This is an optimization exercise on Yosys and OpenROAD, whose aim is small area, not a production implementation.
In this exercise RTL edits were held to simulation tests only and were not proved equivalent to the original.
Power is estimated from default activity; no workload was simulated.

`flow/config.mk`:
```
export PLATFORM = sky130hd
export DESIGN_NAME = raster2d
export DESIGN_NICKNAME = raster2d
export VERILOG_FILES = /design/flow/design.v
export SDC_FILE = /design/flow/constraint.sdc
export NUM_CORES = 4
export LEC_CHECK = 0
export CAP_MARGIN = 20
export CORE_MARGIN = 2
export CORE_UTILIZATION = 40
export SLEW_MARGIN = 20
```
`flow/constraint.sdc`:
```
create_clock -name core_clock -period 20.0 [get_ports {clk}]
set_input_delay 4.0000 -clock core_clock [delete_from_list [all_inputs] [get_ports {clk}]]
set_output_delay 4.0000 -clock core_clock [all_outputs]
set_load 0.01 [all_outputs]
```
`flow/design.v`:
```
module raster2d (
    input  wire        clk,
    input  wire        rst,
    input  wire        host_valid,
    output wire        host_ready,
    input  wire [4:0]  host_slot,
    input  wire [3:0]  host_be,
    input  wire [31:0] host_data,
    input  wire [15:0] cfg_base,
    input  wire [15:0] cfg_pitch,
    output wire        mem_req,
    output wire        mem_we,
    output wire [15:0] mem_addr,
    output wire [7:0]  mem_wdata,
    input  wire        mem_ready,
    input  wire [7:0]  mem_rdata,
    output wire        idle
);
    localparam S_IDLE = 5'd0;
    localparam S_MUL  = 5'd1;    
    localparam S_ADDB = 5'd2;    
    localparam S_ADDX = 5'd3;    
    localparam S_J0   = 5'd4;    
    localparam S_I0   = 5'd5;    
    localparam S_CLX  = 5'd6;    
    localparam S_CLY  = 5'd7;    
    localparam S_RS   = 5'd8;    
    localparam S_RDC  = 5'd9;    
    localparam S_RD   = 5'd10;   
    localparam S_WR   = 5'd11;   
    localparam S_E1   = 5'd12;   
    localparam S_E2   = 5'd13;   
    localparam S_XS   = 5'd14;   
    localparam S_DXS  = 5'd15;   
    localparam S_YS   = 5'd16;   
    localparam S_DYS  = 5'd17;   
    localparam S_INC  = 5'd18;   
    localparam S_RCY  = 5'd19;   
    localparam S_RDY  = 5'd20;   
    localparam S_RDR  = 5'd21;   
    localparam S_RSR  = 5'd22;   
    localparam S_RSW  = 5'd23;   
    localparam S_RJ   = 5'd24;   
    reg [4:0] state;
    reg [15:0] cur_x, cur_y, dest_x, dest_y, err_term, maj_cnt;
    reg        c_ypos, c_ymaj, c_xpos, c_radial;         
    reg [7:0]  bkgd_color, frgd_color, wrt_mask, rd_mask, color_cmp;
    reg [5:0]  bkgd_mix, frgd_mix;                       
    reg [11:0] mf_height, clip_t, clip_l, clip_b, clip_r;
    reg        mix3;                                     
    reg        cmp_en, cmp_ne;
    reg [7:0]  mf_latch;
    reg [1:0]  ctype;        
    reg        tsel;         
    reg [3:0]  kcnt;
    reg [15:0] dr, sr;       
    reg [15:0] pi;           
    reg [11:0] pj;           
    reg [1:0]  eh;           
    reg        gef;          
    reg        clipf;
    reg [7:0]  sv;
    wire is_line = (ctype == 2'd0);
    wire is_bp   = ctype[1];
    wire is_patf = (ctype == 2'd3);
    wire nx      = ~c_xpos;
    assign host_ready = (state == S_IDLE);
    assign idle       = (state == S_IDLE);
    wire   acc        = host_valid && (state == S_IDLE);
    wire [2:0] dir = {c_ypos, c_ymaj, c_xpos};
    reg x_en, x_neg, y_en, y_neg;
    always @(*) begin
        if (c_radial) begin
            x_en  = (dir != 3'd2) && (dir != 3'd6);
            x_neg = (dir == 3'd3) || (dir == 3'd4) || (dir == 3'd5);
            y_en  = (dir != 3'd0) && (dir != 3'd4);
            y_neg = (dir == 3'd1) || (dir == 3'd2) || (dir == 3'd3);
        end else begin
            x_en  = !c_ymaj || gef;
            y_en  =  c_ymaj || gef;
            x_neg = !c_xpos;
            y_neg = !c_ypos;
        end
    end
    wire        use_d = is_bp && !tsel;           
    wire [15:0] tr    = tsel ? sr : dr;
    wire [15:0] yc    = use_d ? dest_y : cur_y;
    wire [15:0] xc    = use_d ? dest_x : cur_x;
    wire        wrap  = is_patf && (c_ypos ? (pj[2:0] == 3'd7) : (pj[2:0] == 3'd0));
    wire [2:0]  off3  = (pi[2:0] ^ {3{nx}}) + {2'b00, nx};
    reg  [15:0] a, b;
    reg         inv, cin;
    always @(*) begin
        a = 16'd0; b = 16'd0; inv = 1'b0; cin = 1'b0;
        case (state)
            S_MUL:  begin
                a = (kcnt == 4'd15) ? 16'd0 : {tr[14:0], 1'b0};
                b = yc[kcnt] ? cfg_pitch : 16'd0;
            end
            S_ADDB: begin a = tr; b = cfg_base; end
            S_ADDX: begin a = tr; b = xc; end
            S_I0:   begin inv = is_line; end
            S_CLX:  begin
                a = (is_bp) ? dest_x : cur_x;
                b = is_line ? 16'd0 : pi;
                inv = nx && !is_line; cin = nx && !is_line;
            end
            S_CLY:  begin a = is_bp ? dest_y : cur_y; end
            S_RS:   begin
                a = sr;
                if (is_patf) b = {13'd0, off3};
                else begin b = pi; inv = nx; cin = nx; end
            end
            S_RDC, S_RD, S_WR: begin
                a = dr;
                b = is_line ? 16'd0 : pi;
                inv = nx && !is_line; cin = nx && !is_line;
            end
            S_E1:   begin a = err_term; b = dest_y; end
            S_E2:   begin a = err_term; b = maj_cnt; inv = 1'b1; cin = 1'b1; end
            S_XS:   begin a = cur_x; inv = x_en && x_neg; cin = x_en && !x_neg; end
            S_DXS:  begin a = dr;    inv = x_en && x_neg; cin = x_en && !x_neg; end
            S_YS:   begin a = cur_y; inv = y_en && y_neg; cin = y_en && !y_neg; end
            S_DYS:  begin
                a = dr; b = y_en ? cfg_pitch : 16'd0;
                inv = y_en && y_neg; cin = y_en && y_neg;
            end
            S_INC:  begin a = pi; cin = 1'b1; end
            S_RCY:  begin a = cur_y;  inv = !c_ypos; cin = c_ypos; end
            S_RDY:  begin a = dest_y; inv = !c_ypos; cin = c_ypos; end
            S_RDR:  begin a = dr; b = cfg_pitch; inv = !c_ypos; cin = !c_ypos; end
            S_RSR:  begin a = sr; b = cfg_pitch; inv = !c_ypos; cin = !c_ypos; end
            S_RSW:  begin
                a = sr; b = wrap ? {cfg_pitch[12:0], 3'b000} : 16'd0;
                inv = wrap && c_ypos; cin = wrap && c_ypos;
            end
            S_RJ:   begin a = {4'd0, pj}; cin = 1'b1; end
            default: ;
        endcase
    end
    wire [16:0] zs   = {1'b0, a} + {1'b0, b ^ {16{inv}}} + {16'd0, cin};
    wire [15:0] z    = zs[15:0];
    wire        cout = zs[16];
    wire [11:0] clo   = (state == S_CLY) ? clip_t : clip_l;
    wire [11:0] chi   = (state == S_CLY) ? clip_b : clip_r;
    wire        cl_ok = (z[15:12] == 4'd0) && (z[11:0] >= clo) && (z[11:0] <= chi);
    wire        eq_m  = (z == maj_cnt);
    wire        eq_h  = (z[11:0] == mf_height);
    wire        ge    = eh[0] || (eh == 2'b00 && cout);
    wire [7:0] svv = is_bp ? sv : mem_rdata;
    wire [7:0] dv  = mem_rdata;
    wire       fg  = !mix3 || ((svv & rd_mask) != 8'd0);
    wire [5:0] mix = fg ? frgd_mix : bkgd_mix;
    wire [7:0] s_val = mix[5] ? svv : (mix[4] ? frgd_color : bkgd_color);
    reg  [3:0] tt;    
    always @(*) begin
        case (mix[3:0])
            4'd0:  tt = 4'b0101;    
            4'd1:  tt = 4'b0000;
            4'd2:  tt = 4'b1111;
            4'd3:  tt = 4'b1010;    
            4'd4:  tt = 4'b0011;    
            4'd5:  tt = 4'b0110;    
            4'd6:  tt = 4'b1001;
            4'd7:  tt = 4'b1100;    
            4'd8:  tt = 4'b0111;    
            4'd9:  tt = 4'b1011;    
            4'd10: tt = 4'b1101;    
            4'd11: tt = 4'b1110;    
            4'd12: tt = 4'b1000;    
            4'd13: tt = 4'b0100;    
            4'd14: tt = 4'b0010;    
            default: tt = 4'b0001;  
        endcase
    end
    reg [7:0] ropv;
    integer n;
    always @(*) begin
        for (n = 0; n < 8; n = n + 1)
            ropv[n] = tt[{s_val[n], dv[n]}];
    end
    wire [7:0] vv    = (ropv & wrt_mask) | (dv & ~wrt_mask);
    wire       cmpeq = ((s_val ^ color_cmp) & rd_mask) == 8'd0;
    wire       skip  = cmp_en && (cmpeq ^ cmp_ne);
    wire       do_wr = clipf && !skip;
    assign mem_req   = (state == S_RS) || (state == S_RDC) || (state == S_RD) ||
                       ((state == S_WR) && do_wr);
    assign mem_we    = (state == S_WR);
    assign mem_addr  = z;
    assign mem_wdata = vv;
    wire [4:0]  hs  = host_slot;
    wire [3:0]  be  = host_be;
    wire [31:0] hd  = host_data;
    wire [7:0]  mflo = be[0] ? hd[7:0] : mf_latch;
    wire [11:0] mfv  = {hd[11:8], mflo};
    wire        mfw  = acc && hs == 5'd15 && be[1];
    wire [2:0]  ntype = hd[15:13];
    wire        go    = acc && hs == 5'd6 && be[1] && !hd[8] && maj_cnt != 16'd0 &&
                        (ntype == 3'd1 ||
                         ((ntype == 3'd2 || ntype == 3'd6 || ntype == 3'd7) && mf_height != 12'd0));
    always @(posedge clk) begin
        if (rst) begin
            bkgd_color <= 8'd0; frgd_color <= 8'd0; wrt_mask <= 8'd0;
            rd_mask <= 8'd0; color_cmp <= 8'd0; bkgd_mix <= 6'd0; frgd_mix <= 6'd0;
            mf_height <= 12'd0; clip_t <= 12'd0; clip_l <= 12'd0;
            clip_b <= 12'd0; clip_r <= 12'd0; mix3 <= 1'b0;
            cmp_en <= 1'b0; cmp_ne <= 1'b0; mf_latch <= 8'd0;
            dest_x <= 16'd0; maj_cnt <= 16'd0;
            c_ypos <= 1'b0; c_ymaj <= 1'b0; c_xpos <= 1'b0; c_radial <= 1'b0;
        end else if (acc) begin
            if (hs == 5'd2) begin
                if (be[0]) dest_x[7:0]  <= hd[7:0];
                if (be[1]) dest_x[15:8] <= hd[15:8];
            end
            if (hs == 5'd5) begin
                if (be[0]) maj_cnt[7:0]  <= hd[7:0];
                if (be[1]) maj_cnt[15:8] <= hd[15:8];
            end
            if (hs == 5'd6 && be[0]) begin
                c_ypos <= hd[7]; c_ymaj <= hd[6]; c_xpos <= hd[5]; c_radial <= hd[3];
            end
            if (be[0]) begin
                case (hs)
                    5'd8:  bkgd_color <= hd[7:0];
                    5'd9:  frgd_color <= hd[7:0];
                    5'd10: wrt_mask   <= hd[7:0];
                    5'd11: rd_mask    <= hd[7:0];
                    5'd12: color_cmp  <= hd[7:0];
                    5'd13: bkgd_mix   <= {hd[6:5], hd[3:0]};
                    5'd14: frgd_mix   <= {hd[6:5], hd[3:0]};
                    5'd15: mf_latch   <= hd[7:0];
                    default: ;
                endcase
            end
            if (mfw) begin
                case (hd[15:12])
                    4'h0: mf_height <= mfv;
                    4'h1: clip_t    <= mfv;
                    4'h2: clip_l    <= mfv;
                    4'h3: clip_b    <= mfv;
                    4'h4: clip_r    <= mfv;
                    4'hA: mix3      <= mflo[7] & mflo[6];
                    4'hE: begin cmp_en <= hd[8]; cmp_ne <= mflo[7]; end
                    default: ;
                endcase
            end
        end
    end
    always @(posedge clk) begin
        if (rst) begin
            cur_x <= 16'd0; cur_y <= 16'd0; dest_y <= 16'd0; err_term <= 16'd0;
        end else if (acc) begin
            if (hs == 5'd0) begin
                if (be[0]) cur_x[7:0]  <= hd[7:0];
                if (be[1]) cur_x[15:8] <= hd[15:8];
            end
            if (hs == 5'd1) begin
                if (be[0]) cur_y[7:0]  <= hd[7:0];
                if (be[1]) cur_y[15:8] <= hd[15:8];
            end
            if (hs == 5'd3) begin
                if (be[0]) dest_y[7:0]  <= hd[7:0];
                if (be[1]) dest_y[15:8] <= hd[15:8];
            end
            if (hs == 5'd4) begin
                if (be[0]) err_term[7:0]  <= hd[7:0];
                if (be[1]) err_term[15:8] <= hd[15:8];
            end
        end else begin
            if (state == S_XS) cur_x <= z;
            if (state == S_YS || state == S_RCY) cur_y <= z;
            if (state == S_RDY) dest_y <= z;
            if (state == S_E1 || (state == S_E2 && ge)) err_term <= z;
        end
    end
    always @(posedge clk) begin
        case (state)
            S_MUL, S_ADDB, S_ADDX: begin
                if (tsel) sr <= z; else dr <= z;
            end
            S_DXS, S_DYS, S_RDR: dr <= z;
            S_RSR, S_RSW: sr <= z;
            default: ;
        endcase
        if (state == S_I0 || state == S_INC) pi <= z;
        if (state == S_J0 || state == S_RJ) pj <= z[11:0];
        if (state == S_RDC) sv <= mem_rdata;
        if (state == S_CLX) clipf <= cl_ok;
        if (state == S_CLY) clipf <= clipf && cl_ok;
        if (state == S_E2) gef <= ge;
        if (acc) eh <= {err_term[15], 1'b0};
        if (state == S_E1) begin
            if (eh != 2'b11) begin
                case ({eh[1], cout, dest_y[15]})
                    3'b000: eh <= 2'b00;
                    3'b001: eh <= 2'b10;
                    3'b010: eh <= 2'b01;
                    3'b011: eh <= 2'b00;
                    3'b100: eh <= 2'b10;
                    3'b101: eh <= 2'b10;
                    3'b110: eh <= 2'b00;
                    default: eh <= 2'b10;
                endcase
            end
        end
        if (state == S_E2 && eh == 2'b01) eh <= cout ? 2'b11 : 2'b00;
    end
    always @(posedge clk) begin
        if (rst) kcnt <= 4'd15;
        else if (state == S_MUL) kcnt <= kcnt - 4'd1;
    end
    always @(posedge clk) begin
        if (rst) begin
            state <= S_IDLE;
        end else begin
            case (state)
                S_IDLE: if (go) begin
                    state <= S_MUL;
                    tsel  <= hd[14];                  
                    ctype <= (hd[15:13] == 3'd1) ? 2'd0 : (hd[15:13] == 3'd2) ? 2'd1 :
                             hd[14:13];
                end
                S_MUL:  if (kcnt == 4'd0) state <= S_ADDB;
                S_ADDB: state <= S_ADDX;
                S_ADDX: begin
                    if (tsel) begin tsel <= 1'b0; state <= S_MUL; end
                    else state <= S_J0;
                end
                S_J0:   state <= S_I0;
                S_I0:   state <= S_CLX;
                S_CLX:  state <= S_CLY;
                S_CLY:  state <= is_bp ? S_RS : S_RD;
                S_RS:   if (mem_ready) state <= S_RDC;
                S_RDC:  state <= mem_ready ? S_WR : S_RD;
                S_RD:   if (mem_ready) state <= S_WR;
                S_WR:   if (do_wr && !mem_ready) state <= S_RD;
                        else if (!is_line) state <= S_INC;
                        else state <= c_radial ? S_XS : S_E1;
                S_E1:   state <= S_E2;
                S_E2:   state <= S_XS;
                S_XS:   state <= S_DXS;
                S_DXS:  state <= S_YS;
                S_YS:   state <= S_DYS;
                S_DYS:  state <= S_INC;
                S_INC:  if (eq_m) state <= is_line ? S_IDLE : S_RCY;
                        else state <= S_CLX;
                S_RCY:  state <= is_bp ? S_RDY : S_RDR;
                S_RDY:  state <= S_RDR;
                S_RDR:  state <= is_bp ? S_RSR : S_RJ;
                S_RSR:  state <= S_RSW;
                S_RSW:  state <= S_RJ;
                S_RJ:   state <= eq_h ? S_IDLE : S_I0;
                default: state <= S_IDLE;
            endcase
        end
    end
endmodule
```
`flow/run.sh`:
```
#!/bin/bash
# synth_recipe.tcl (not shown) runs the flow's synth.tcl, then flattens the netlist and writes it again
# the make line also repeats each setting of config.mk as NAME=value (left out here)
make -C /OpenROAD-flow-scripts/flow DESIGN_CONFIG=/design/flow/config.mk WORK_HOME=/design/flow/orfs CLKGATE_MAP_FILE= SYNTH_SCRIPT=/design/flow/synth_recipe.tcl finish
```
==> summary.txt <==
==> layout make-up <==
type	instances	area (µm²)
Clock buffer	54	1040
Multi-Input combinational cell	1473	10100
Tap cell	585	732
Sequential cell	307	6880
Timing Repair Buffer	145	1330
Fill cell	4091	22800
Clock inverter	13	151
Inverter	33	124
==> worst max-delay path by stage <==
stage / from / endpoint / cells past startpoint
2_1_floorplan: cfg_base[0] / mem_addr[14] / 12
3_3_place_gp: cfg_base[2] / mem_addr[15] / 15
3_5_place_dp: cfg_base[2] / mem_addr[15] / 15
4_1_cts: cfg_base[2] / mem_addr[15] / 15
5_1_grt: cfg_base[2] / mem_addr[15] / 15
6_report: cfg_base[2] / mem_addr[15] / 15
==> placed cells by master (no fill, tap or decap), types with 29 or more instances in the layout <==
cell and n:
nor2_1 294, dfxtp_1 234, mux2i_1 208, nand2_1 160, a211oi_1 98, clkdlybuf4s50_1 93
a21oi_1 83, edfxtp_1 73, a22oi_1 52, buf_4 51, a221oi_1 50, o21ai_0 46
ha_1 43, xnor2_1 38, clkbuf_16 38, xor2_1 36, inv_1 33, nand2b_1 30
nand3_1 29
==> where the power goes <==
part | switching [mW] | total, mW | leakage, nW | internal (mW)
Combinational | 0.138 | 0.220 | 4.47 | 0.0823
Clock | 0.274 | 0.675 | 0.580 | 0.401
Sequential | 0.0164 | 0.667 | 2.56 | 0.651
Total | 0.428 | 1.56 | 7.61 | 1.13
==> stage by stage <==
stage | utilization | hold slack [ns] | worst slack, ns
finish | 0.471 | 0.484 | 7.30
global route | 0.471 | 0.515 | 6.98
CTS | 0.471 | 0.474 | 7.47
detailed placement | 0.443 | 0.466 | 7.49
global placement | 0.443 | 0.465 | 7.49
floorplan | - | 0.442 | 9.27
==> logic make-up after synthesis <==
kind of cell	Yosys count	share of synthesized area
adder cells (fa/ha/maj)	45	0.0330
buffers and inverters	167	0.0371
AO/OA/AOI/OAI	469	0.192
multiplexers	233	0.141
AND/OR/NAND/NOR	652	0.168
flip-flops	307	0.392
XOR/XNOR	74	0.0370
==> state kept, by name, indices dropped and copies added (netlist names), 12 cells and up <==
| name | cells |
|---|---|
| pj | 12 |
| dest_x | 16 |
| clip_l | 12 |
| cur_x | 16 |
| maj_cnt | 16 |
| dr | 16 |
| pi | 16 |
| clip_r | 12 |
| clip_t | 12 |
| dest_y | 16 |
| clip_b | 12 |
| mf_height | 12 |
| sr | 16 |
| err_term | 16 |
| cur_y | 16 |
==> metal layers <==
| layer | part of all wire | vias to the layer above |
|---|---|---|
| li1 | - | 7303 |
| met1 | 0.43 | 7616 |
| met2 | 0.43 | 710 |
| met3 | 0.094 | 129 |
| met4 | 0.038 | 0 |
| met5 | 0 | - |
==> worst max-delay path: stages <==
cell	delay, ns
clkdlybuf4s50_1	0.43
a221oi_1	0.64
nand2_1	0.10
a221oi_1	0.29
xor2_1	0.22
ha_1	0.30
a21oi_1	0.41
o2111ai_1	0.22
a31oi_1	0.36
o21ai_1	0.15
a21o_1	0.25
a21o_1	0.19
a21oi_1	0.17
xnor2_1	0.32
clkdlybuf4s50_1	0.65
==> metrics.cfg <==
[run_status]
outcome = finished clean

[synthesis]
netlist_area_mm2 = 0.0175
synth_ff_type = dfxtp_1
synth_commonest_cells = nor2_1, dfxtp_1, mux2i_1, nand2_1, clkbuf_1
synth.avg_cell_area_um2 = 9.01
syn_nets = 2077
ys_types = 77
ys_ff_latch = 307
yosys-top-cells-area = dfxtp_1, edfxtp_1, mux2i_1, nor2_1, a211oi_1
yosysMostFrequentCell = nor2_1
synth.top_cell.area_share = 0.267
synth_cells = 1947
synth_seq_area_share = 0.392
synth_edf_count = 73
synth.largest_area_cell = dfxtp_1
async_flop_share = 0
yosysWarningCount = 1

[run]
maxCapViolCount = 0

[placement]
gp_congestion = 0.972
dp.cells = 2543
dp_hpwl_um = 45800
placed_cell_area_mm2 = 0.0191
port_buffers = 94

[sta]
fmax_mhz = 78.8
hold_violations = 0
finalCritPeriodShare = 0.635
rsz0062_at_grt = false
drv_slew = 0
tns_ns = 0
max-slew-margin-rel = 0.211
tightestPinTransition_ns = 1.18
fin_skew_ns = 0.0303
period_needed_ns = 12.70
setup_viol = 0

[global_route]
antenna_found_initial = 1
grt_max_degree = 107
met2_usage = 0.422
grt_pass1_wl_um = 94500
grt_util_met3 = 0.0593
grt_overflow = 0
first_global_vias = 14946
grtUsageTotal = 0.277
grt_util_met1 = 0.384
grt-busiest-layer = met2

[setup_path]
reg2reg_depth = 26
start_kind = primary input
worstPathArrival_ns = 8.70
cp_max_fo = 6
cp-end-kind = output pin
required_ns = 16.00
r2r_start = tsel
reg2reg_to = clipf
reg2reg_setup_slack_ns = 11.53
critPathKind = in2out

[floorplanning]
die_h_um = 213
start_util = 0.406
num_rows = 76
die_x_um = 213
die_area_mm2 = 0.0455
placeableCoreArea_mm2 = 0.0432
io_pins = 113

[drt]
wl_per_cell_um = 24.2
first_pass_iters = 6
drtIter0Drc = 1935
routed-via-count = 15758
routed_via_density = 6.04
remaining_drc_errors = 0
ant_nets = 0
wirelength_um = 63200

[clock_tree]
cts.clk_slew.worst_paths_ns = 0.06
post-cts-setup-buffers = 0
ctsHoldBuffers = 0
htreeDepth = 2
ctsResizeCount = 0
clk_path_buf_depth = 3
tritoncts = done
cts.sinks = 307
root_buffer = clkbuf_16
cts_inserted_buffers = 37
worstSkewPairLatency_ns = 0.56

[min_path]
holdPathEnd = dest_x[9]
min_from = dest_x[9]
min_path_cells = 2
hold_class = reg2reg

[pwr]
power.leakage_nw = 7.61
p_total_mw = 1.56
irDropWorstVdd_mv = 0.0650
cellPowerDensity_mw_per_mm2 = 76.8

[cells_and_area]
area_growth_pct = 16.0
antenna_cells = 0
drive_gt1_frac = 0.0775
stdcell_count = 2610
stdcell_area_mm2 = 0.0203
nets = 2127

-- separate check: timing with driven ports --
The flow's constraints put no driver on any port. The routed layout listed below was extracted and timed again, unchanged, in two steps.
Step 1, drivers: a clkbuf_16 drives clk and a buf_2 each remaining input, both assumed.
Step 2 times the ports against the registers' clock, not the clock port: input delays grow and output delays shrink by t, the midpoint of the rising clock arrivals with the driver on.
Three values: no drivers, after step 1, after step 2; two values: the first two.
t (ns): 0.601
slack for setup (ns): 7.304 / 7.279 / 7.279
worst hold slack (ns): 0.484 / 0.484 / 0.484
worst register clock-pin slew, ns: 0.06 / 0.06
After both steps this run still meets setup and hold. The setup slack of this run moves by -0.025 ns with the drivers and by -0.025 ns with both steps.
